Background: an optimization exercise with open tools, aiming at small area, a short achievable clock period and few clock cycles. Do not read the settings as production practice.
In this exercise RTL edits were held to simulation tests only and were not proved equivalent to the original.
Power is estimated from default activity; no workload was simulated.

==> flow/design.v <==
module pack_color (
    input  wire [2:0]  r,
    input  wire [2:0]  g,
    input  wire [2:0]  b,
    output wire [15:0] color
);
    assign color = ((r | g | b) == 3'd0) ? 16'h0000
                  : (16'hE318 | {13'd0, g} | {8'd0, r, 5'd0} | {3'd0, b, 10'd0});
endmodule
module palette_color_table_lut (
    input  wire [3:0]  index,
    output reg  [15:0] color
);
    always @(*) begin
        case (index)
            4'd0:  color = 16'h0000;
            4'd1:  color = 16'hE338;
            4'd2:  color = 16'hE359;
            4'd3:  color = 16'hE379;
            4'd4:  color = 16'hE39A;
            4'd5:  color = 16'hE3BA;
            4'd6:  color = 16'hE3DB;
            4'd7:  color = 16'hE3FB;
            4'd8:  color = 16'hFF1C;
            4'd9:  color = 16'hFF3C;
            4'd10: color = 16'hFF5D;
            4'd11: color = 16'hFF7D;
            4'd12: color = 16'hFF9E;
            4'd13: color = 16'hFFBE;
            4'd14: color = 16'hFFDF;
            default: color = 16'hFFFF;
        endcase
    end
endmodule
module palette_override_mux (
    input  wire        clk,
    input  wire        rst_n,
    input  wire        set_en,
    input  wire [7:0]  set_from,
    input  wire [7:0]  set_to,
    input  wire        clr_en,
    input  wire [15:0] raw,
    output wire [15:0] eff,
    output wire [3:0]  opq,
    output wire [15:0] mask
);
    reg [15:0] ovr_v;
    reg [63:0] ovr_to;
    always @(posedge clk) begin
        if (!rst_n || clr_en)
            ovr_v <= 16'd0;
        else if (set_en && set_from[7:4] == 4'd0)
            ovr_v[set_from[3:0]] <= 1'b1;
    end
    always @(posedge clk) begin
        if (set_en && set_from[7:4] == 4'd0)
            ovr_to[4*set_from[3:0] +: 4] <= (set_to[7:4] == 4'd0) ? set_to[3:0] : 4'd0;
    end
    genvar k;
    generate
        for (k = 0; k < 4; k = k + 1) begin : g_lk
            wire [3:0] r  = raw[4*k +: 4];
            wire       h  = ovr_v[r];
            assign opq[k]          = h | (r != 4'd0);
            assign eff[4*k +: 4]   = h ? ovr_to[4*r +: 4] : r;
        end
    endgenerate
    assign mask = ovr_v;
endmodule
module atlas_store (
    input  wire        clk,
    input  wire [3:0]  wr_en,       
    input  wire [3:0]  wr_hi,       
    input  wire [5:0]  crow,
    input  wire [5:0]  crow1,
    input  wire [15:0] wr_data,     
    input  wire        commit,      
    input  wire [5:0]  rd_quad,
    output wire [15:0] rd_data
);
    reg [1023:0] stg;
    reg [1023:0] atl;
    genvar b, r;
    generate
        for (b = 0; b < 4; b = b + 1) begin : g_bank
            wire [5:0] row = wr_hi[b] ? crow1 : crow;
            for (r = 0; r < 64; r = r + 1) begin : g_row
                always @(posedge clk)
                    if (wr_en[b] && row == r)
                        stg[16*r + 4*b +: 4] <= wr_data[4*b +: 4];
            end
        end
    endgenerate
    always @(posedge clk)
        if (commit)
            atl <= stg;
    wire [15:0] q [0:63];
    generate
        for (r = 0; r < 64; r = r + 1) begin : g_q
            assign q[r] = atl[16*r +: 16];
        end
    endgenerate
    assign rd_data = q[rd_quad];
endmodule
module sprite_atlas_decoder (
    input  wire        clk,
    input  wire        rst_n,
    input  wire        cmd_valid,
    output wire        cmd_ready,
    input  wire [31:0] cmd_data,
    output wire        rsp_valid,
    input  wire        rsp_ready,
    output wire [31:0] rsp_data,
    output wire        fill_valid,
    input  wire        fill_ready,
    output wire [31:0] fill_x,
    output wire [31:0] fill_y,
    output wire [15:0] fill_w,
    output wire [15:0] fill_h,
    output wire [15:0] fill_c
);
    localparam [2:0] ST_OK       = 3'd0;
    localparam [2:0] ST_LENGTH   = 3'd1;
    localparam [2:0] ST_HEX      = 3'd2;
    localparam [2:0] ST_RANGE    = 3'd3;
    localparam [2:0] ST_ILLEGAL  = 3'd4;
    localparam [2:0] ST_CAPACITY = 3'd5;
    localparam [3:0] E_IDLE = 4'd0;    
    localparam [3:0] E_L1   = 4'd1;    
    localparam [3:0] E_L2   = 4'd2;    
    localparam [3:0] E_LW   = 4'd3;    
    localparam [3:0] E_D1   = 4'd4;    
    localparam [3:0] E_D2   = 4'd5;    
    localparam [3:0] E_LCHK = 4'd8;    
    localparam [3:0] E_DRUN = 4'd9;    
    reg [3:0] st;
    reg [15:0] zoom_r, dispw_r, disph_r;
    reg [17:0] zoom3_r;                  
    reg [15:0] bw_r, bh_r;
    reg [2:0]  grid_r;                   
    reg [2:0]  status_r;
    reg        rsp_v, rsk_v;
    reg [18:0] rsp_d, rsk_d;             
    reg        push_rsp;
    reg [18:0] push_d;
    always @(posedge clk) begin
        if (!rst_n) begin
            rsp_v <= 1'b0;
            rsk_v <= 1'b0;
        end else if (rsp_v && !rsp_ready) begin
            if (push_rsp) begin
                rsk_v <= 1'b1;
                rsk_d <= push_d;
            end
        end else if (rsk_v) begin
            rsp_d <= rsk_d;
            rsk_v <= 1'b0;
        end else begin
            rsp_v <= push_rsp;
            if (push_rsp) rsp_d <= push_d;
        end
    end
    assign rsp_valid = rsp_v;
    assign rsp_data  = {rsp_d[18:3], 13'd0, rsp_d[2:0]};
    wire [31:0] w = cmd_data;
    assign cmd_ready = !st[3] && !rsk_v;
    wire cmd_fire = cmd_valid && cmd_ready;
    wire is_pack   = (w & 32'hF8F8F8FF) == 32'h00000001;
    wire is_color  = (w & 32'hFF0000FF) == 32'h00000002;
    wire is_load   =  w                 == 32'h00000003;
    wire is_setovr = (w & 32'hFF0000FF) == 32'h00000004;
    wire is_clrovr =  w                 == 32'h00000005;
    wire is_draw   = (w & 32'hFC0000FF) == 32'h00000006;
    wire is_csrw   = (w & 32'h000000FF) == 32'h00000007;
    wire is_csrr   = (w & 32'hFFFF00FF) == 32'h00000008;
    wire [7:0] csr_num = w[15:8];
    wire [15:0] pack_out;
    pack_color u_pack (.r(w[10:8]), .g(w[18:16]), .b(w[26:24]), .color(pack_out));
    wire [15:0] cmd_ct;
    palette_color_table_lut u_ct_cmd (.index(w[11:8]), .color(cmd_ct));
    wire [15:0] color_out = (w[23:12] == 12'd0) ? cmd_ct : 16'h0000;
    wire idle_fire = (st == E_IDLE) && cmd_fire;
    wire [15:0] nxt_raw;
    wire [15:0] ovr_eff;
    wire [3:0]  ovr_opq;
    wire [15:0] ovr_mask;
    palette_override_mux u_ovr (
        .clk(clk), .rst_n(rst_n),
        .set_en(idle_fire && is_setovr), .set_from(w[15:8]), .set_to(w[23:16]),
        .clr_en(idle_fire && is_clrovr),
        .raw(nxt_raw), .eff(ovr_eff), .opq(ovr_opq), .mask(ovr_mask)
    );
    reg [31:0] wreg;             
    reg        s0_v;
    reg [2:0]  s0_nb;            
    reg [15:0] ld_bw, ld_bh;
    reg [31:0] ld_left;          
    reg [31:0] ld_count;         
    reg        ld_bad;
    reg [1:0]  lo1;              
    reg [5:0]  crow, crow1;      
    reg [14:0] m_hi, m_lo;
    reg [3:0]  m_cnt;
    wire       m_done = (m_cnt == 4'd0);
    wire [15:0] m_sum = {1'b0, m_hi} + (m_lo[0] ? {1'b0, ld_bw[14:0]} : 16'd0);
    reg [3:0]  c_dig, c_bad;
    reg [15:0] c_val;
    integer k;
    always @(*) begin
        for (k = 0; k < 4; k = k + 1) begin : cls
            reg [7:0] ch;
            reg vld, isd, isa, isw;
            ch  = wreg[8*k +: 8];
            vld = (k < s0_nb);
            isd = (ch[7:4] == 4'h3) && (ch[3:0] <= 4'd9);
            isa = ((ch[7:4] == 4'h4) || (ch[7:4] == 4'h6)) && (ch[3:0] >= 4'd1) && (ch[3:0] <= 4'd6);
            isw = (ch == 8'h20) || ((ch[7:3] == 5'b00001) && (ch[2:0] != 3'd0) && (ch[2:0] <= 3'd5))
                  || (ch == 8'h09);
            c_dig[k] = vld && (isd || isa);
            c_bad[k] = vld && !(isd || isa || isw);
            c_val[4*k +: 4] = isd ? ch[3:0] : (ch[3:0] + 4'd9);
        end
    end
    wire [1:0] bk0 = lo1;
    wire [1:0] bk1 = lo1 + {1'b0, c_dig[0]};
    wire [1:0] bk2 = lo1 + {1'b0, c_dig[0]} + {1'b0, c_dig[1]};
    wire [1:0] bk3 = lo1 + {1'b0, c_dig[0]} + {1'b0, c_dig[1]} + {1'b0, c_dig[2]};
    wire [2:0] c_nd = {2'b0, c_dig[0]} + {2'b0, c_dig[1]} + {2'b0, c_dig[2]} + {2'b0, c_dig[3]};
    reg [3:0]  s1_we_n;
    reg [15:0] s1_d_n;
    integer b;
    always @(*) begin
        s1_we_n = 4'd0;
        s1_d_n  = 16'd0;
        for (b = 0; b < 4; b = b + 1) begin
            if (c_dig[0] && bk0 == b) begin s1_we_n[b] = 1'b1; s1_d_n[4*b +: 4] = c_val[3:0];   end
            if (c_dig[1] && bk1 == b) begin s1_we_n[b] = 1'b1; s1_d_n[4*b +: 4] = c_val[7:4];   end
            if (c_dig[2] && bk2 == b) begin s1_we_n[b] = 1'b1; s1_d_n[4*b +: 4] = c_val[11:8];  end
            if (c_dig[3] && bk3 == b) begin s1_we_n[b] = 1'b1; s1_d_n[4*b +: 4] = c_val[15:12]; end
        end
    end
    wire [3:0] s1_hi_n = {lo1 > 2'd3, lo1 > 2'd2, lo1 > 2'd1, lo1 > 2'd0};
    reg        s1_v;
    reg [3:0]  s1_we, s1_hi;
    reg [15:0] s1_d;
    reg [2:0]  s1_nd;
    reg        s1_bad;
    reg        commit_r;
    wire [31:0] cnt_next = ld_count + {29'd0, s1_nd};
    wire [29:0] m_prod   = {m_hi, m_lo};
    wire        ld_neg   = ld_bw[15] || ld_bh[15];
    wire        ld_eq    = (ld_count[5:0] == 6'd0) && (m_prod[29:26] == 4'd0) &&
                           (m_prod[25:0] == ld_count[31:6]);
    wire        ld_over  = (ld_count[31:9] != 23'd0) || (ld_count[8] && ld_count[7:0] != 8'd0);
    wire [2:0]  ld_status = ld_bad ? ST_HEX :
                            (ld_neg || !ld_eq) ? ST_LENGTH :
                            ld_over ? ST_CAPACITY : ST_OK;
    wire        ld_fin   = (st == E_LCHK) && !s0_v && !s1_v && m_done && !rsk_v;
    atlas_store u_atlas (
        .clk(clk),
        .wr_en(s1_v ? s1_we : 4'd0), .wr_hi(s1_hi), .crow(crow), .crow1(crow1),
        .wr_data(s1_d), .commit(commit_r),
        .rd_quad(qa), .rd_data(atl_q)
    );
    reg [7:0]  dr_wc, dr_hc;
    reg        dr_fx, dr_fy;
    reg [20:0] hz8m;             
    reg [22:0] x0;
    reg [21:0] y0;
    function [17:0] mulz;
        input [2:0] m;
        case (m)
            3'd1:    mulz = {2'b0, zoom_r};
            3'd2:    mulz = {1'b0, zoom_r, 1'b0};
            3'd3:    mulz = zoom3_r;
            default: mulz = {zoom_r, 2'b0};
        endcase
    endfunction
    wire [1:0] n2   = w[1:0];
    wire [2:0] bws  = bw_r[2:0];
    wire [2:0] bhs  = bh_r[2:0];
    reg  [1:0] d_col, d_row;
    always @(*) begin
        case (bws)
            3'd1:    begin d_col = 2'd0;           d_row = n2;            end
            3'd2:    begin d_col = {1'b0, n2[0]};  d_row = {1'b0, n2[1]}; end
            3'd3:    begin d_col = (n2 == 2'd3) ? 2'd0 : n2; d_row = (n2 == 2'd3) ? 2'd1 : 2'd0; end
            default: begin d_col = n2;             d_row = 2'd0;          end
        endcase
    end
    wire d_err = (grid_r == 3'd0) || (w[31:2] != 30'd0) || ({1'b0, n2} >= grid_r) ||
                 ({1'b0, dr_wc} + {7'd0, d_col} > {6'd0, bws}) ||
                 ({1'b0, dr_hc} + {7'd0, d_row} > {6'd0, bhs});
    wire d_empty = (dr_wc == 8'd0) || (dr_hc == 8'd0);
    wire [1:0] d_rb = n2 - d_col;
    wire [5:0] qa0  = {d_rb, 4'd0} + {3'd0, d_col, 1'b0};
    reg [5:0] qa;
    reg [2:0] fq;                
    reg [4:0] fj;                
    reg       f_more;
    wire [2:0] q_last = {dr_wc[1:0] - 2'd1, 1'b1};      
    wire [4:0] j_last = {dr_hc[1:0] - 2'd1, 3'b111};    
    wire [5:0] q_skip = {2'b0, bws, 1'b0} - {2'b0, dr_wc[2:0], 1'b0} + 6'd1;
    reg        nxt_v, nxt_rs, nxt_first;
    reg [15:0] nxt_q;
    reg [15:0] cur_eff;
    reg [3:0]  cur_rem;
    reg [22:0] cur_xb;
    reg [21:0] cur_y;
    reg        fv;
    reg [22:0] fx_r;
    reg [21:0] fy_r;
    reg [15:0] fc_r;
    wire adv = !fv || fill_ready;
    wire [3:0] pk_oh   = cur_rem & (~cur_rem + 4'd1);
    wire       pk_has  = (cur_rem != 4'd0);
    wire [3:0] rem_aft = cur_rem & ~pk_oh;
    wire       cur_take = (rem_aft == 4'd0);
    wire       nxt_free = !nxt_v || cur_take;
    wire [1:0] pk_k = pk_oh[1] ? 2'd1 : pk_oh[2] ? 2'd2 : pk_oh[3] ? 2'd3 : 2'd0;
    reg [17:0] pk_kz;
    always @(*) begin
        case (pk_k)
            2'd0: pk_kz = 18'd0;
            2'd1: pk_kz = {2'b0, zoom_r};
            2'd2: pk_kz = {1'b0, zoom_r, 1'b0};
            default: pk_kz = zoom3_r;
        endcase
    end
    wire [22:0] pk_x = cur_xb + ({5'd0, pk_kz} ^ {23{dr_fx}}) + {22'd0, dr_fx};
    wire [3:0]  pk_e = cur_eff[4*pk_k +: 4];
    wire [15:0] pk_c;
    palette_color_table_lut u_ct_pix (.index(pk_e), .color(pk_c));
    assign nxt_raw = nxt_q;
    wire [22:0] xb_step = cur_xb + ({5'd0, zoom_r, 2'd0} ^ {23{dr_fx}}) + {22'd0, dr_fx};
    wire [21:0] y_step  = cur_y  + ({6'd0, zoom_r} ^ {22{dr_fy}}) + {21'd0, dr_fy};
    wire d_busy = f_more || nxt_v || pk_has;
    wire d_fin  = (st == E_DRUN) && !d_busy && adv && !rsk_v;
    wire [15:0] atl_q;
    always @(posedge clk) begin
        if (!rst_n) begin
            fv      <= 1'b0;
            nxt_v   <= 1'b0;
            cur_rem <= 4'd0;
            f_more  <= 1'b0;
        end else begin
            if (adv) begin
                fv <= pk_has;
                if (pk_has) begin
                    fx_r <= pk_x;
                    fy_r <= cur_y;
                    fc_r <= pk_c;
                end
                if (cur_take) begin
                    if (nxt_v) begin
                        cur_rem <= ovr_opq;
                        cur_eff <= ovr_eff;
                        cur_xb  <= nxt_rs ? x0 : xb_step;
                        cur_y   <= nxt_first ? y0 : (nxt_rs ? y_step : cur_y);
                    end else begin
                        cur_rem <= 4'd0;
                    end
                end else begin
                    cur_rem <= rem_aft;
                end
                if (nxt_free) begin
                    nxt_v <= f_more;
                    if (f_more) begin
                        nxt_q     <= atl_q;
                        nxt_rs    <= (fq == 3'd0);
                        nxt_first <= (fq == 3'd0) && (fj == 5'd0);
                        if (fq == q_last) begin
                            fq <= 3'd0;
                            qa <= qa + q_skip;
                            fj <= fj + 5'd1;
                            if (fj == j_last) f_more <= 1'b0;
                        end else begin
                            fq <= fq + 3'd1;
                            qa <= qa + 6'd1;
                        end
                    end
                end
            end
            if ((st == E_D2) && cmd_fire && !d_err && !d_empty) begin
                f_more <= 1'b1;
                qa     <= qa0;
                fq     <= 3'd0;
                fj     <= 5'd0;
            end
        end
    end
    assign fill_valid = fv;
    assign fill_x = {{9{fx_r[22]}}, fx_r};
    assign fill_y = {{10{fy_r[21]}}, fy_r};
    assign fill_w = zoom_r;
    assign fill_h = zoom_r;
    assign fill_c = fc_r;
    always @(*) begin
        push_rsp = 1'b0;
        push_d   = {16'd0, ST_OK};
        if (idle_fire) begin
            push_rsp = !is_load && !is_draw;
            if (is_pack)       push_d = {pack_out, ST_OK};
            else if (is_color) push_d = {color_out, ST_OK};
            else if (is_setovr || is_clrovr) push_d = {16'd0, ST_OK};
            else if (is_csrw)  push_d = {16'd0, (csr_num <= 8'd2) ? ST_OK : ST_ILLEGAL};
            else if (is_csrr) begin
                case (csr_num)
                8'd0: push_d = {zoom_r,  ST_OK};
                8'd1: push_d = {dispw_r, ST_OK};
                8'd2: push_d = {disph_r, ST_OK};
                8'd3: push_d = {bw_r,    ST_OK};
                8'd4: push_d = {bh_r,    ST_OK};
                8'd5: push_d = {8'd0, 5'd0, status_r, ST_OK};
                8'd6: push_d = {ovr_mask, ST_OK};
                default: push_d = {16'd0, ST_ILLEGAL};
                endcase
            end else           push_d = {16'd0, ST_ILLEGAL};
        end else if ((st == E_D2) && cmd_fire) begin
            push_rsp = d_err || d_empty;
            push_d   = {16'd0, d_err ? ST_RANGE : ST_OK};
        end else if (ld_fin) begin
            push_rsp = 1'b1;
            push_d   = {16'd0, ld_status};
        end else if (d_fin) begin
            push_rsp = 1'b1;
            push_d   = {16'd0, ST_OK};
        end
    end
    always @(posedge clk) begin
        zoom3_r <= {2'b0, zoom_r} + {1'b0, zoom_r, 1'b0};
        if (!rst_n) begin
            st       <= E_IDLE;
            zoom_r   <= 16'd5;
            dispw_r  <= 16'd240;
            disph_r  <= 16'd135;
            bw_r     <= 16'd0;
            bh_r     <= 16'd0;
            grid_r   <= 3'd0;
            status_r <= ST_OK;
            s0_v     <= 1'b0;
            s1_v     <= 1'b0;
            commit_r <= 1'b0;
            m_cnt    <= 4'd0;
        end else begin
            if (push_rsp) status_r <= push_d[2:0];
            commit_r <= 1'b0;
            if (!m_done) begin
                m_hi  <= m_sum[15:1];
                m_lo  <= {m_sum[0], m_lo[14:1]};
                m_cnt <= m_cnt - 4'd1;
            end
            s0_v  <= 1'b0;
            s1_v  <= s0_v;
            if (s0_v) begin
                s1_we  <= s1_we_n;
                s1_hi  <= s1_hi_n;
                s1_d   <= s1_d_n;
                s1_nd  <= c_nd;
                s1_bad <= |c_bad;
                lo1    <= lo1 + c_nd[1:0];
            end
            if (s1_v) begin
                ld_count <= cnt_next;
                crow     <= cnt_next[7:2];
                crow1    <= cnt_next[7:2] + 6'd1;
                ld_bad   <= ld_bad | s1_bad;
            end
            case (st)
            E_IDLE: if (cmd_fire) begin
                if (is_load)
                    st <= E_L1;
                else if (is_draw) begin
                    dr_wc <= w[15:8];
                    dr_hc <= w[23:16];
                    dr_fx <= w[24];
                    dr_fy <= w[25];
                    st    <= E_D1;
                end else if (is_csrw) begin
                    if (csr_num == 8'd0) zoom_r  <= w[31:16];
                    if (csr_num == 8'd1) dispw_r <= w[31:16];
                    if (csr_num == 8'd2) disph_r <= w[31:16];
                end
            end
            E_L1: if (cmd_fire) begin
                ld_bw <= w[15:0];
                ld_bh <= w[31:16];
                m_hi  <= 15'd0;
                m_lo  <= w[30:16];
                m_cnt <= 4'd15;
                st    <= E_L2;
            end
            E_L2: if (cmd_fire) begin
                ld_left  <= w;
                ld_count <= 32'd0;
                crow     <= 6'd0;
                crow1    <= 6'd1;
                lo1      <= 2'd0;
                ld_bad   <= 1'b0;
                st       <= (w == 32'd0) ? E_LCHK : E_LW;
            end
            E_LW: if (cmd_fire) begin
                wreg    <= w;
                s0_v    <= 1'b1;
                s0_nb   <= (ld_left[31:3] == 29'd0 && ld_left[2:0] <= 3'd4) ? ld_left[2:0] : 3'd4;
                ld_left <= ld_left - 32'd4;
                if (ld_left[31:3] == 29'd0 && ld_left[2:0] <= 3'd4)
                    st <= E_LCHK;
            end
            E_LCHK: if (ld_fin) begin
                if (ld_status == ST_OK) begin
                    commit_r <= 1'b1;
                    bw_r     <= ld_bw;
                    bh_r     <= ld_bh;
                    grid_r   <= ld_count[8:6];
                end
                st <= E_IDLE;
            end
            E_D1: if (cmd_fire) begin
                wreg <= w;
                hz8m <= {mulz(dr_hc[2:0]), 3'd0} - {5'd0, zoom_r};
                st   <= E_D2;
            end
            E_D2: if (cmd_fire) begin
                x0 <= {{7{wreg[15]}}, wreg[15:0]} + (dr_fx ? {2'b0, mulz(dr_wc[2:0]), 3'd0} : 23'd0);
                y0 <= {{6{wreg[31]}}, wreg[31:16]} + (dr_fy ? {1'b0, hz8m} : 22'd0);
                st <= (d_err || d_empty) ? E_IDLE : E_DRUN;
            end
            E_DRUN: if (d_fin) st <= E_IDLE;
            default: st <= E_IDLE;
            endcase
        end
    end
endmodule
==> flow/run.sh <==
#!/bin/bash
# synth_recipe.tcl (not shown) runs the flow's synth.tcl, then flattens the netlist and writes it again
# the make line also repeats each setting of config.mk as NAME=value (left out here)
make -C /OpenROAD-flow-scripts/flow DESIGN_CONFIG=/design/flow/config.mk WORK_HOME=/design/flow/orfs CLKGATE_MAP_FILE= SYNTH_SCRIPT=/design/flow/synth_recipe.tcl finish
==> flow/config.mk <==
export PLATFORM = sky130hd
export DESIGN_NAME = sprite_atlas_decoder
export DESIGN_NICKNAME = sprite_atlas_decoder
export VERILOG_FILES = /design/flow/design.v
export SDC_FILE = /design/flow/constraint.sdc
export NUM_CORES = 4
export LEC_CHECK = 0
export CAP_MARGIN = 20
export CORE_MARGIN = 2
export CORE_UTILIZATION = 40
export SLEW_MARGIN = 20
==> flow/constraint.sdc <==
create_clock -name core_clock -period 12.0 [get_ports {clk}]
set_input_delay 2.4000 -clock core_clock [delete_from_list [all_inputs] [get_ports {clk}]]
set_output_delay 2.4000 -clock core_clock [all_outputs]
set_load 0.01 [all_outputs]
==> run notes, run 1 <==
status finished clean; met1 usage 33.4%; Seq/Total Area, Yosys 72.5%; worst-path fanout max 19; synthesized area 111000 um2; Final #Nets 7878; Clock Sinks 2720; vias 68100; Slew @ Worst Pin 1180 ps; CTS buffer count 291; max-cap violation count 0; area grow syn2layout 14.2%; gr busiest metal met2; Hold Violations, Final 0; IO buf count 170; reg2reg setup slack 6850 ps; Slew Viols, Final 0; Slew headroom 20.9%; largest net degree at the start of global routing 183; Netlist cell types 99; CTS tree yes; count leader, synth edfxtp_1; Root Driver clkbuf_16; Worst EP required 12570 ps; Arrival @ worst endpoint 6860 ps; Core Box Area 276000 um2; wire per inst 29.9 um; crit path time final 6290 ps; first-pass detailed-route iteration total 9; Bufs on Longest Clock Path 4; share of layout cells above drive strength 1 10.8%; grt met2 use 37.8%; initial DRC count 10300; All-Layer GR Usage 24.0%; Final HPWL DP 232000 um; # hold bufs at CTS 0; Synth top cells by count edfxtp_1, nor2_1, nand2_1; top cell type's share of synthesized area 69.9%; Leakage 41.7 nW; clk slew on worst S/H paths 60 ps; Global Route met3 Usage 4.78%; register bit total from synthesis 2720; # rows 193; Worst IR Drop VDD 120 uV; clock latency on the worst-skew pair 880 ps; IO Count 184; final worst path period share 52.4%; buffer count from post-CTS setup fixing 0; H-tree lvl count 5; warnings from Yosys 4; Filler cells 23700; vias per inst 5.91; EDFF count, synth 2580; DIE AREA 281000 um2; die width 530 um; hold_ws 382 ps; crit path capture type flop; Total Wirelength 345000 um; post-route ant nets 0; Min-Delay Path Class reg -> reg; total grt overflow 0; Area contributors post-synth edfxtp_1, dfxtp_1, ha_1; PostCTS Resize Cnt 0; Synth async-reset ratio 0%; fmax 159 MHz; most area-hungry cell type in the Yosys netlist edfxtp_1; clock skew 91.9 ps; startpoint types input pin; initial antenna violation count 14; DRC 0; Sum Neg Setup Slack 0 ps; global-route wire length before repair 483000 um; CP Class in -> reg; final setup violation count 0; top_reg_cell synth edfxtp_1; synthesized area per cell 15.1 um2; Pwr Density 163 nW/um2; Starting Density 40.1%; routability cong. 0.940; Die Span Y 530 um; RSZ-0062 raised after global routing false; Gate Count Post-Synth 7313; vias in the first global route 64500
==> path summary, 6_finish.rpt <==
kind / startpoint / end / depth (start not counted)
setup / recovery: cmd_data[0] / rsp_d[18] / 17
hold / removal: u_atlas.stg[795] / u_atlas.atl[795] / 0
setup reg to reg: qa[4] / nxt_q[11] / 10
hold reg to reg: u_atlas.stg[795] / u_atlas.atl[795] / 0
==> routing by layer <==
layer | share of wire (%) | wire length, um | vias up
met5 | 0.0067 | 23 | -
met4 | 3.6 | 12600 | 4
met3 | 10 | 35500 | 618
met2 | 46 | 158000 | 4005
met1 | 40 | 139000 | 34600
li1 | - | - | 29000
==> metrics by stage <==
stage / std cells / instance area, um2 / util [%] / setup slack [ps] / power (mW)
6_report: 11500 / 127000 / 45.9 / 5710 / 20.6
2_1_floorplan: 7325 / 111000 / - / 4260 / 11.4
3_5_place_dp: 11000 / 117000 / 42.4 / 4920 / 11.8
5_1_grt: 11500 / 127000 / 45.9 / 5430 / 21.2
4_1_cts: 11500 / 127000 / 45.8 / 5790 / 20.7
3_3_place_gp: 11000 / 117000 / 42.4 / 4860 / 11.8
==> logic make-up after synthesis <==
family | count (synthesis) | share of synthesized area [%]
multiplexers | 220 | 3.06
buffers and inverters | 525 | 2.03
other | 1 | 0.00338
flip-flops | 2720 | 72.5
AO/OA/AOI/OAI | 1434 | 9.29
adder cells (fa/ha/maj) | 237 | 2.76
AND/OR/NAND/NOR | 1861 | 7.91
XOR/XNOR | 315 | 2.49
==> worst max-delay path, stage by stage <==
cell and delay [ps]:
clkdlybuf4s50_1 460, buf_4 240, nor2_1 80, nor4_1 360, ha_1 270, fa_1 420
ha_1 300, nor2b_1 150, o21ai_0 200, a32oi_1 90, nor4_2 270, nand4_1 290
nor2_4 480, a2bb2oi_4 300, nor2b_1 250, nor3_2 60, buf_4 230
==> registers in the layout, summed over array words and instances, names as in the netlist, 22 cells and up <==
| register | cells |
|---|---|
| u_atlas.atl | 1024 |
| u_atlas.stg | 1024 |
| u_ovr.ovr_to | 64 |
| ld_count | 32 |
| ld_left | 32 |
| wreg | 32 |
| cur_xb | 23 |
| fx_r | 23 |
| x0 | 23 |
| cur_y | 22 |
| fy_r | 22 |
| y0 | 22 |
==> where the power goes <==
| group | total (mW) | leakage, nW | switching, mW | internal, mW |
|---|---|---|---|---|
| Sequential | 10.6 | 24.4 | 0.201 | 10.4 |
| Clock | 8.97 | 4.54 | 3.74 | 5.24 |
| Combinational | 1.03 | 12.8 | 0.629 | 0.402 |
| Total | 20.6 | 41.7 | 4.57 | 16.1 |
==> cell type report <==
| cell class | count | area, um2 | area share, % |
|---|---|---|---|
| well taps | 3705 | 4640 | 3.66 |
| repair buffers | 350 | 3080 | 2.44 |
| clock inverters | 156 | 1610 | 1.27 |
| clock buffers | 361 | 7730 | 6.11 |
| inverters | 162 | 608 | 0.480 |
| multi-input cells | 4080 | 28600 | 22.6 |
| flip-flops and latches | 2720 | 80300 | 63.4 |
| diodes | 6 | 15.0 | 0.0119 |
==> placed cells by master, fill, tap and decap left out, types with 161 or more instances in the layout <==
master           synthesis  layout
nand3_1                162     162
a22o_1                 180     180
ha_1                   224     224
edfxtp_1              2580    2580
o21ai_0                219     219
a21oi_1                244     244
inv_1                  162     161
buf_4                   64     177
clkdlybuf4s50_1          0     169
nor2_1                 650     583
a22oi_1                287     287
nand2_1                484     484
clkbuf_16                0     298
xnor2_1                192     191
Testbench counts, summed over its fixed seeds: cycles 19,237.
==> run 2, diff against run 1 <==
--- a/flow/design.v
+++ b/flow/design.v
@@ -40,8 +40,9 @@
     input  wire [7:0]  set_to,
     input  wire        clr_en,
     input  wire [15:0] raw,
-    output wire [15:0] eff,
     output wire [3:0]  opq,
+    input  wire [3:0]  pix,
+    output wire [3:0]  eff,
     output wire [15:0] mask
 );
     reg [15:0] ovr_v;
@@ -59,42 +60,31 @@
     genvar k;
     generate
         for (k = 0; k < 4; k = k + 1) begin : g_lk
-            wire [3:0] r  = raw[4*k +: 4];
-            wire       h  = ovr_v[r];
-            assign opq[k]          = h | (r != 4'd0);
-            assign eff[4*k +: 4]   = h ? ovr_to[4*r +: 4] : r;
+            wire [3:0] r = raw[4*k +: 4];
+            assign opq[k] = ovr_v[r] | (r != 4'd0);
         end
     endgenerate
+    assign eff  = ovr_v[pix] ? ovr_to[4*pix +: 4] : pix;
     assign mask = ovr_v;
 endmodule
 module atlas_store (
     input  wire        clk,
-    input  wire [3:0]  wr_en,       
-    input  wire [3:0]  wr_hi,       
-    input  wire [5:0]  crow,
-    input  wire [5:0]  crow1,
-    input  wire [15:0] wr_data,     
+    input  wire        shift,       
+    input  wire [15:0] quad,
     input  wire        commit,      
     input  wire [5:0]  rd_quad,
     output wire [15:0] rd_data
 );
     reg [1023:0] stg;
     reg [1023:0] atl;
-    genvar b, r;
-    generate
-        for (b = 0; b < 4; b = b + 1) begin : g_bank
-            wire [5:0] row = wr_hi[b] ? crow1 : crow;
-            for (r = 0; r < 64; r = r + 1) begin : g_row
-                always @(posedge clk)
-                    if (wr_en[b] && row == r)
-                        stg[16*r + 4*b +: 4] <= wr_data[4*b +: 4];
-            end
-        end
-    endgenerate
+    always @(posedge clk)
+        if (shift)
+            stg <= {quad, stg[1023:16]};
     always @(posedge clk)
         if (commit)
             atl <= stg;
     wire [15:0] q [0:63];
+    genvar r;
     generate
         for (r = 0; r < 64; r = r + 1) begin : g_q
             assign q[r] = atl[16*r +: 16];
@@ -162,9 +152,22 @@
     end
     assign rsp_valid = rsp_v;
     assign rsp_data  = {rsp_d[18:3], 13'd0, rsp_d[2:0]};
-    wire [31:0] w = cmd_data;
-    assign cmd_ready = !st[3] && !rsk_v;
-    wire cmd_fire = cmd_valid && cmd_ready;
+    reg  [31:0] cw;
+    reg         cw_v;
+    wire        eng_take = !st[3] && !rsk_v;
+    wire        cmd_fire = cw_v && eng_take;       
+    assign cmd_ready = !cw_v || eng_take;
+    wire [31:0] w = cw;
+    always @(posedge clk) begin
+        if (!rst_n)
+            cw_v <= 1'b0;
+        else if (cmd_valid && cmd_ready)
+            cw_v <= 1'b1;
+        else if (cmd_fire)
+            cw_v <= 1'b0;
+        if (cmd_valid && cmd_ready)
+            cw <= cmd_data;
+    end
     wire is_pack   = (w & 32'hF8F8F8FF) == 32'h00000001;
     wire is_color  = (w & 32'hFF0000FF) == 32'h00000002;
     wire is_load   =  w                 == 32'h00000003;
@@ -181,24 +184,27 @@
     wire [15:0] color_out = (w[23:12] == 12'd0) ? cmd_ct : 16'h0000;
     wire idle_fire = (st == E_IDLE) && cmd_fire;
     wire [15:0] nxt_raw;
-    wire [15:0] ovr_eff;
     wire [3:0]  ovr_opq;
+    wire [3:0]  pk_raw;
+    wire [3:0]  pk_e;
     wire [15:0] ovr_mask;
     palette_override_mux u_ovr (
         .clk(clk), .rst_n(rst_n),
         .set_en(idle_fire && is_setovr), .set_from(w[15:8]), .set_to(w[23:16]),
         .clr_en(idle_fire && is_clrovr),
-        .raw(nxt_raw), .eff(ovr_eff), .opq(ovr_opq), .mask(ovr_mask)
+        .raw(nxt_raw), .opq(ovr_opq), .pix(pk_raw), .eff(pk_e), .mask(ovr_mask)
     );
-    reg [31:0] wreg;             
-    reg        s0_v;
-    reg [2:0]  s0_nb;            
+    wire       s0_v;             
+    wire [2:0] s0_nb;            
+    wire       ld_lastw = (ld_left[31:3] == 29'd0) && (ld_left[2:0] <= 3'd4);
+    assign s0_v  = (st == E_LW) && cmd_fire;
+    assign s0_nb = ld_lastw ? ld_left[2:0] : 3'd4;
     reg [15:0] ld_bw, ld_bh;
     reg [31:0] ld_left;          
     reg [31:0] ld_count;         
     reg        ld_bad;
     reg [1:0]  lo1;              
-    reg [5:0]  crow, crow1;      
+    reg [15:0] asm_q;            
     reg [14:0] m_hi, m_lo;
     reg [3:0]  m_cnt;
     wire       m_done = (m_cnt == 4'd0);
@@ -210,7 +216,7 @@
         for (k = 0; k < 4; k = k + 1) begin : cls
             reg [7:0] ch;
             reg vld, isd, isa, isw;
-            ch  = wreg[8*k +: 8];
+            ch  = w[8*k +: 8];
             vld = (k < s0_nb);
             isd = (ch[7:4] == 4'h3) && (ch[3:0] <= 4'd9);
             isa = ((ch[7:4] == 4'h4) || (ch[7:4] == 4'h6)) && (ch[3:0] >= 4'd1) && (ch[3:0] <= 4'd6);
@@ -239,14 +245,23 @@
             if (c_dig[3] && bk3 == b) begin s1_we_n[b] = 1'b1; s1_d_n[4*b +: 4] = c_val[15:12]; end
         end
     end
-    wire [3:0] s1_hi_n = {lo1 > 2'd3, lo1 > 2'd2, lo1 > 2'd1, lo1 > 2'd0};
     reg        s1_v;
-    reg [3:0]  s1_we, s1_hi;
+    reg [3:0]  s1_we;
+    reg [1:0]  s1_lo;
     reg [15:0] s1_d;
     reg [2:0]  s1_nd;
     reg        s1_bad;
     reg        commit_r;
     wire [31:0] cnt_next = ld_count + {29'd0, s1_nd};
+    reg         s1_qd;
+    wire [15:0] q_out;
+    genvar gb;
+    generate
+        for (gb = 0; gb < 4; gb = gb + 1) begin : g_qo
+            assign q_out[4*gb +: 4] = (gb < s1_lo) ? asm_q[4*gb +: 4] : s1_d[4*gb +: 4];
+        end
+    endgenerate
+    reg [5:0] aoff;              
     wire [29:0] m_prod   = {m_hi, m_lo};
     wire        ld_neg   = ld_bw[15] || ld_bh[15];
     wire        ld_eq    = (ld_count[5:0] == 6'd0) && (m_prod[29:26] == 4'd0) &&
@@ -255,16 +270,18 @@
     wire [2:0]  ld_status = ld_bad ? ST_HEX :
                             (ld_neg || !ld_eq) ? ST_LENGTH :
                             ld_over ? ST_CAPACITY : ST_OK;
-    wire        ld_fin   = (st == E_LCHK) && !s0_v && !s1_v && m_done && !rsk_v;
+    wire        ld_fin   = (st == E_LCHK) && !s1_v && m_done && !rsk_v;
     atlas_store u_atlas (
         .clk(clk),
-        .wr_en(s1_v ? s1_we : 4'd0), .wr_hi(s1_hi), .crow(crow), .crow1(crow1),
-        .wr_data(s1_d), .commit(commit_r),
+        .shift(s1_qd), .quad(q_out),
+        .commit(commit_r),
         .rd_quad(qa), .rd_data(atl_q)
     );
     reg [7:0]  dr_wc, dr_hc;
     reg        dr_fx, dr_fy;
-    reg [20:0] hz8m;             
+    reg [3:0]  okn;              
+    reg        d_empty;          
+    reg        y0fix;            
     reg [22:0] x0;
     reg [21:0] y0;
     function [17:0] mulz;
@@ -276,24 +293,33 @@
             default: mulz = {zoom_r, 2'b0};
         endcase
     endfunction
-    wire [1:0] n2   = w[1:0];
     wire [2:0] bws  = bw_r[2:0];
     wire [2:0] bhs  = bh_r[2:0];
-    reg  [1:0] d_col, d_row;
-    always @(*) begin
+    function [3:0] colrow;       
+        input [1:0] n;
         case (bws)
-            3'd1:    begin d_col = 2'd0;           d_row = n2;            end
-            3'd2:    begin d_col = {1'b0, n2[0]};  d_row = {1'b0, n2[1]}; end
-            3'd3:    begin d_col = (n2 == 2'd3) ? 2'd0 : n2; d_row = (n2 == 2'd3) ? 2'd1 : 2'd0; end
-            default: begin d_col = n2;             d_row = 2'd0;          end
+            3'd1:    colrow = {2'd0, n};
+            3'd2:    colrow = {1'b0, n[0], 1'b0, n[1]};
+            3'd3:    colrow = (n == 2'd3) ? {2'd0, 2'd1} : {n, 2'd0};
+            default: colrow = {n, 2'd0};
         endcase
+    endfunction
+    reg [3:0] okn_n;
+    integer nn;
+    always @(*) begin
+        for (nn = 0; nn < 4; nn = nn + 1) begin : okc
+            reg [3:0] cr;
+            cr = colrow(nn);
+            okn_n[nn] = (nn < grid_r) &&
+                        ({1'b0, dr_wc} + {7'd0, cr[3:2]} <= {6'd0, bws}) &&
+                        ({1'b0, dr_hc} + {7'd0, cr[1:0]} <= {6'd0, bhs});
+        end
     end
-    wire d_err = (grid_r == 3'd0) || (w[31:2] != 30'd0) || ({1'b0, n2} >= grid_r) ||
-                 ({1'b0, dr_wc} + {7'd0, d_col} > {6'd0, bws}) ||
-                 ({1'b0, dr_hc} + {7'd0, d_row} > {6'd0, bhs});
-    wire d_empty = (dr_wc == 8'd0) || (dr_hc == 8'd0);
-    wire [1:0] d_rb = n2 - d_col;
-    wire [5:0] qa0  = {d_rb, 4'd0} + {3'd0, d_col, 1'b0};
+    wire [1:0] n2    = w[1:0];
+    wire       d_err = (w[31:2] != 30'd0) || !okn[n2];
+    wire [3:0] cr_n = colrow(n2);
+    wire [1:0] d_rb = n2 - cr_n[3:2];
+    wire [5:0] qa0  = {d_rb, 4'd0} + {3'd0, cr_n[3:2], 1'b0} + aoff;
     reg [5:0] qa;
     reg [2:0] fq;                
     reg [4:0] fj;                
@@ -303,7 +329,7 @@
     wire [5:0] q_skip = {2'b0, bws, 1'b0} - {2'b0, dr_wc[2:0], 1'b0} + 6'd1;
     reg        nxt_v, nxt_rs, nxt_first;
     reg [15:0] nxt_q;
-    reg [15:0] cur_eff;
+    reg [15:0] cur_raw;
     reg [3:0]  cur_rem;
     reg [22:0] cur_xb;
     reg [21:0] cur_y;
@@ -327,13 +353,16 @@
             default: pk_kz = zoom3_r;
         endcase
     end
-    wire [22:0] pk_x = cur_xb + ({5'd0, pk_kz} ^ {23{dr_fx}}) + {22'd0, dr_fx};
-    wire [3:0]  pk_e = cur_eff[4*pk_k +: 4];
+    wire [23:0] pk_xs = {cur_xb, 1'b1} + {{5'd0, pk_kz} ^ {23{dr_fx}}, dr_fx};
+    wire [22:0] pk_x  = pk_xs[23:1];
+    assign pk_raw = cur_raw[4*pk_k +: 4];
     wire [15:0] pk_c;
     palette_color_table_lut u_ct_pix (.index(pk_e), .color(pk_c));
     assign nxt_raw = nxt_q;
-    wire [22:0] xb_step = cur_xb + ({5'd0, zoom_r, 2'd0} ^ {23{dr_fx}}) + {22'd0, dr_fx};
-    wire [21:0] y_step  = cur_y  + ({6'd0, zoom_r} ^ {22{dr_fy}}) + {21'd0, dr_fy};
+    wire [23:0] xb_s    = {cur_xb, 1'b1} + {{5'd0, zoom_r, 2'd0} ^ {23{dr_fx}}, dr_fx};
+    wire [22:0] xb_step = xb_s[23:1];
+    wire [22:0] y_s     = {cur_y, 1'b1} + {{6'd0, zoom_r} ^ {22{dr_fy}}, dr_fy};
+    wire [21:0] y_step  = y_s[22:1];
     wire d_busy = f_more || nxt_v || pk_has;
     wire d_fin  = (st == E_DRUN) && !d_busy && adv && !rsk_v;
     wire [15:0] atl_q;
@@ -354,7 +383,7 @@
                 if (cur_take) begin
                     if (nxt_v) begin
                         cur_rem <= ovr_opq;
-                        cur_eff <= ovr_eff;
+                        cur_raw <= nxt_q;
                         cur_xb  <= nxt_rs ? x0 : xb_step;
                         cur_y   <= nxt_first ? y0 : (nxt_rs ? y_step : cur_y);
                     end else begin
@@ -438,8 +467,8 @@
             bh_r     <= 16'd0;
             grid_r   <= 3'd0;
             status_r <= ST_OK;
-            s0_v     <= 1'b0;
             s1_v     <= 1'b0;
+            s1_qd    <= 1'b0;
             commit_r <= 1'b0;
             m_cnt    <= 4'd0;
         end else begin
@@ -450,11 +479,11 @@
                 m_lo  <= {m_sum[0], m_lo[14:1]};
                 m_cnt <= m_cnt - 4'd1;
             end
-            s0_v  <= 1'b0;
             s1_v  <= s0_v;
+            s1_qd <= s0_v && (({1'b0, lo1} + c_nd) >= 3'd4);
             if (s0_v) begin
                 s1_we  <= s1_we_n;
-                s1_hi  <= s1_hi_n;
+                s1_lo  <= lo1;
                 s1_d   <= s1_d_n;
                 s1_nd  <= c_nd;
                 s1_bad <= |c_bad;
@@ -462,9 +491,11 @@
             end
             if (s1_v) begin
                 ld_count <= cnt_next;
-                crow     <= cnt_next[7:2];
-                crow1    <= cnt_next[7:2] + 6'd1;
                 ld_bad   <= ld_bad | s1_bad;
+                if (s1_we[0]) asm_q[3:0]   <= s1_d[3:0];
+                if (s1_we[1]) asm_q[7:4]   <= s1_d[7:4];
+                if (s1_we[2]) asm_q[11:8]  <= s1_d[11:8];
+                if (s1_we[3]) asm_q[15:12] <= s1_d[15:12];
             end
             case (st)
             E_IDLE: if (cmd_fire) begin
@@ -493,18 +524,13 @@
             E_L2: if (cmd_fire) begin
                 ld_left  <= w;
                 ld_count <= 32'd0;
-                crow     <= 6'd0;
-                crow1    <= 6'd1;
                 lo1      <= 2'd0;
                 ld_bad   <= 1'b0;
                 st       <= (w == 32'd0) ? E_LCHK : E_LW;
             end
             E_LW: if (cmd_fire) begin
-                wreg    <= w;
-                s0_v    <= 1'b1;
-                s0_nb   <= (ld_left[31:3] == 29'd0 && ld_left[2:0] <= 3'd4) ? ld_left[2:0] : 3'd4;
                 ld_left <= ld_left - 32'd4;
-                if (ld_left[31:3] == 29'd0 && ld_left[2:0] <= 3'd4)
+                if (ld_lastw)
                     st <= E_LCHK;
             end
             E_LCHK: if (ld_fin) begin
@@ -513,20 +539,28 @@
                     bw_r     <= ld_bw;
                     bh_r     <= ld_bh;
                     grid_r   <= ld_count[8:6];
+                    aoff     <= 6'd0 - ld_count[7:2];
                 end
                 st <= E_IDLE;
             end
-            E_D1: if (cmd_fire) begin
-                wreg <= w;
-                hz8m <= {mulz(dr_hc[2:0]), 3'd0} - {5'd0, zoom_r};
-                st   <= E_D2;
+            E_D1: begin
+                okn     <= okn_n;
+                d_empty <= (dr_wc == 8'd0) || (dr_hc == 8'd0);
+                if (cmd_fire) begin
+                    x0    <= {{7{w[15]}}, w[15:0]} + (dr_fx ? {2'b0, mulz(dr_wc[2:0]), 3'd0} : 23'd0);
+                    y0    <= {{6{w[31]}}, w[31:16]} - (dr_fy ? {6'd0, zoom_r} : 22'd0);
+                    y0fix <= dr_fy;
+                    st    <= E_D2;
+                end
             end
             E_D2: if (cmd_fire) begin
-                x0 <= {{7{wreg[15]}}, wreg[15:0]} + (dr_fx ? {2'b0, mulz(dr_wc[2:0]), 3'd0} : 23'd0);
-                y0 <= {{6{wreg[31]}}, wreg[31:16]} + (dr_fy ? {1'b0, hz8m} : 22'd0);
-                st <= (d_err || d_empty) ? E_IDLE : E_DRUN;
+                st    <= (d_err || d_empty) ? E_IDLE : E_DRUN;
+            end
+            E_DRUN: begin
+                y0fix <= 1'b0;
+                if (y0fix) y0 <= y0 + {1'b0, mulz(dr_hc[2:0]), 3'd0};
+                if (d_fin) st <= E_IDLE;
             end
-            E_DRUN: if (d_fin) st <= E_IDLE;
             default: st <= E_IDLE;
             endcase
         end
==> flow/flow/run.sh (new file) <==
#!/bin/bash
set -euo pipefail
export SETUP_SLACK_MARGIN=8.5
bash standard.sh > standard_sh.log 2>&1
==> flow/standard.sh (new file) <==
#!/bin/bash
# synth_recipe.tcl (not shown) runs the flow's synth.tcl, then flattens the netlist and writes it again
# the make line also repeats each setting of config.mk as NAME=value (left out here)
make -C /OpenROAD-flow-scripts/flow DESIGN_CONFIG=/design/flow/config.mk WORK_HOME=/design/flow/orfs CLKGATE_MAP_FILE= SYNTH_SCRIPT=/design/flow/synth_recipe.tcl "${@:-finish}"
removed: flow/run.sh
==> run notes, run 2 <==
status finished clean; switching power 4.30 mW (-5.9%); Synth async-reset ratio 0% (unchanged); Slew headroom 22.4% (+1.5 points); Bufs on Longest Clock Path 4 (unchanged); Power Internal 15.8 mW (-1.9%); vias in the first global route 63600 (-1.5%); Area contributors post-synth edfxtp_1, ha_1, dfxtp_1; global-route wire length before repair 461000 um (-4.6%); Sw Ratio 21.4% (-0.72 points); final worst path period share 33.7% (-19 points); max-cap violation count 0 (unchanged); clock share of power 43.9% (+0.4 points); CTS buffer count 287 (-1.4%); All-Layer GR Usage 23.3% (-0.69 points); warnings from Yosys 4 (unchanged); synthesized area 108000 um2 (-2.5%); met1 usage 32.7% (-0.74 points); Final #Nets 7950 (+0.91%); CP Class reg -> out; routability cong. 0.922 (-1.9%); Total Wirelength 333000 um (-3.4%); worst-path fanout max 3 (-16); Leakage 41.8 nW (+0.20%); DIE AREA 274000 um2 (-2.5%); die width 524 um (-1.2%); area grow syn2layout 19.2%; Root Driver clkbuf_16; Min-Delay Path Class reg -> reg; Area after DPL 115000 um2 (-2.3%); register bit total from synthesis 2712 (-0.29%); wire per inst 29.2 um (-2.3%); # rows 190 (-1.6%); fin area 129000 um2 (+1.7%); Comb pwr share 4.2% (-0.8 points); Util after Layout 48.0% (+2.1 points); commonest non-fill, non-tap cells in the layout edfxtp_1, nand2_1, buf_4; share of layout cells above drive strength 1 19.3% (+8.5 points); gr busiest metal met2; Arrival @ worst endpoint 1640 ps (-5220 ps); IO Count 184 (unchanged); placed cell count 10600 (-3.9%); top cell type's share of synthesized area 71.3% (+1.4 points); RSZ-0062 raised after global routing true; CTS tree yes; Gate Count Post-Synth 7030 (-3.9%); Sequential Power Share 51.9% (+0.4 points); clock latency on the worst-skew pair 850 ps (-30 ps); EDFF count, synth 2566 (-0.54%); initial antenna violation count 18 (+4); largest net degree at the start of global routing 187 (+2.2%); Slew Viols, Final 0 (unchanged); Core Box Area 268000 um2 (-2.8%); top_reg_cell synth edfxtp_1; Worst EP required 9600 ps (-2970 ps); Pwr Density 156 nW/um2 (-4.4%); Global Route met3 Usage 4.36% (-0.42 points); Netlist cell types 94 (-5.1%); grt met2 use 36.3% (-1.5 points); crit path time final 4040 ps (-2250 ps); count leader, synth edfxtp_1; Clock Sinks 2712 (-0.29%); vias 67500 (-0.99%); startpoint types flop; Sum Neg Setup Slack 0 ps (unchanged); first-pass detailed-route iteration total 6 (-3); IO buf count 170 (unchanged); DRC 0 (unchanged); Non-Filler Instances 11400 (-1.1%); fmax 247 MHz (+56%); synthesized area per cell 15.4 um2 (+1.4%); Starting Density 40.2% (+0.11 points); H-tree lvl count 5 (unchanged); Slew @ Worst Pin 1160 ps (-14.1 ps); Seq/Total Area, Yosys 74.0% (+1.6 points); Die Span Y 524 um (-1.2%); clk slew on worst S/H paths 60 ps (about the same); total grt overflow 0 (unchanged); Worst IR Drop VDD 121 uV (+0.36%); final setup violation count 0 (unchanged); Hold Violations, Final 0 (unchanged); vias per inst 5.91 (+0.10%); most area-hungry cell type in the Yosys netlist edfxtp_1; post-route ant nets 0 (unchanged); clock skew 71.1 ps (-20.8 ps); # hold bufs at CTS 0 (unchanged); Final HPWL DP 200000 um (-14%); most common cell after layout, fill and taps aside edfxtp_1; Synth top cells by count edfxtp_1, nand2_1, nor2_1; crit path capture type output port; initial DRC count 10100 (-2.0%)
run 2: cell types whose count changed after synthesis, moves of 18 or more:
cell and change:
a21boi_0 +40, a221oi_1 -18, a22o_1 -38, a22oi_1 +46, a31oi_1 +54, ha_1 +39
inv_1 -28, mux4_2 -87, nand2_1 +66, nand3_1 -39, nor2_1 -296, nor3_1 +45
o21ai_0 +21
run 2: worst paths after layout:
kind                                startpoint        endpoint  slack [ps]  cells past startpoint
worst max-delay path                     rsk_v       cmd_ready        7960                      3
worst min-delay path            u_atlas.stg[9]  u_atlas.atl[9]         380                      0
worst max register to register        dr_hc[0]          y0[20]        8180                     18
worst min register to register  u_atlas.stg[9]  u_atlas.atl[9]         380                      0
run 2: final cells by class:
class / instances / area, um2
Multi-Input combinational cell: 3866 / 28700
Tap cell: 3552 / 4440
Fill cell: 22500 / 140000
Clock buffer: 346 / 7660
Antenna cell: 8 / 20.0
Sequential cell: 2712 / 80100
Timing Repair Buffer: 632 / 5680
Clock inverter: 161 / 1610
Inverter: 137 / 551
run 2: cells by family (layout without fill, tap and decap cells):
family,after synthesis,count (layout),share of synthesized area [%]
xor+xnor,297,297,2.41
compound gates,1530,1530,9.94
mux,137,137,1.38
other cells,1,21,0.00347
fa+ha+maj,279,279,3.32
flops,2712,2712,74.0
buf+inv,474,1276,1.89
simple gates,1600,1610,7.03
run 2: metal layers:
metal | wire length, um | vias up | share of wire (%)
li1 | - | 28700 | -
met1 | 134000 | 34100 | 40
met2 | 151000 | 3983 | 45
met3 | 34400 | 726 | 10
met4 | 14500 | 2 | 4.4
met5 | 15 | - | 0.0045
run 2: stage by stage:
step	setup slack, ps	hold WS (ps)	total power, mW
after floorplan	4260	400	11.1
after global placement	6600	402	11.3
after detailed placement	6600	405	11.3
after CTS	7900	385	20.1
after global routing	7930	396	20.6
final	7960	383	20.1
run 2: what timing repair did:
item,CTS,global route
gates cloned,13,8
endpoints found under the setup margin,824,578
resized for setup,951,289
pin swaps,98,141
setup buffers,187,100
run 2: worst max-delay path, stage by stage (launching register included):
cell and delay [ps]:
dfxtp_2 330, buf_12 130, o21ai_4 240, buf_6 150
run 2: power by group through the flow:
stage	clock (mW)	sequential, mW	combinational, mW
finish	8.82	10.4	0.839
global route	9.29	10.4	0.924
CTS	8.93	10.4	0.782
detailed placement	0	10.6	0.724
global placement	0	10.6	0.704
floorplan	0	10.6	0.531
Testbench counts of run 2, summed over its fixed seeds: cycles 19,229.

[static timing again, ports no longer ideal]
Ports are ideal in the flow. The routed layouts listed here were re-timed in OpenROAD. Step 1: set_driving_cell puts a clkbuf_16 on clk and a buf_2 on each other input, an assumption about the parent block. Step 2 moves the port delays by t, midway between the first and last clock arrival at a register: inputs arrive t later, outputs are due t later. That takes back most of the time a late clock gives input paths. Three values: ideal, step 1, step 2; two values: the first two.
| run | shift t [ns] | slack for setup (ns) | slew at the worst register clock pin (ns) | cell pins on the clock port's net |
|---|---|---|---|---|
| run 1 | 0.939 | 5.706 / 5.766 / 4.827 | 0.07 / 0.07 | 1 |
| run 2 | 0.924 | 7.958 / 7.868 / 7.555 | 0.07 / 0.07 | 1 |
After both steps every run listed still meets setup and hold. The setup slack of run 1, which loses most, moves by +0.060 ns with the drivers and by -0.879 ns with both steps.
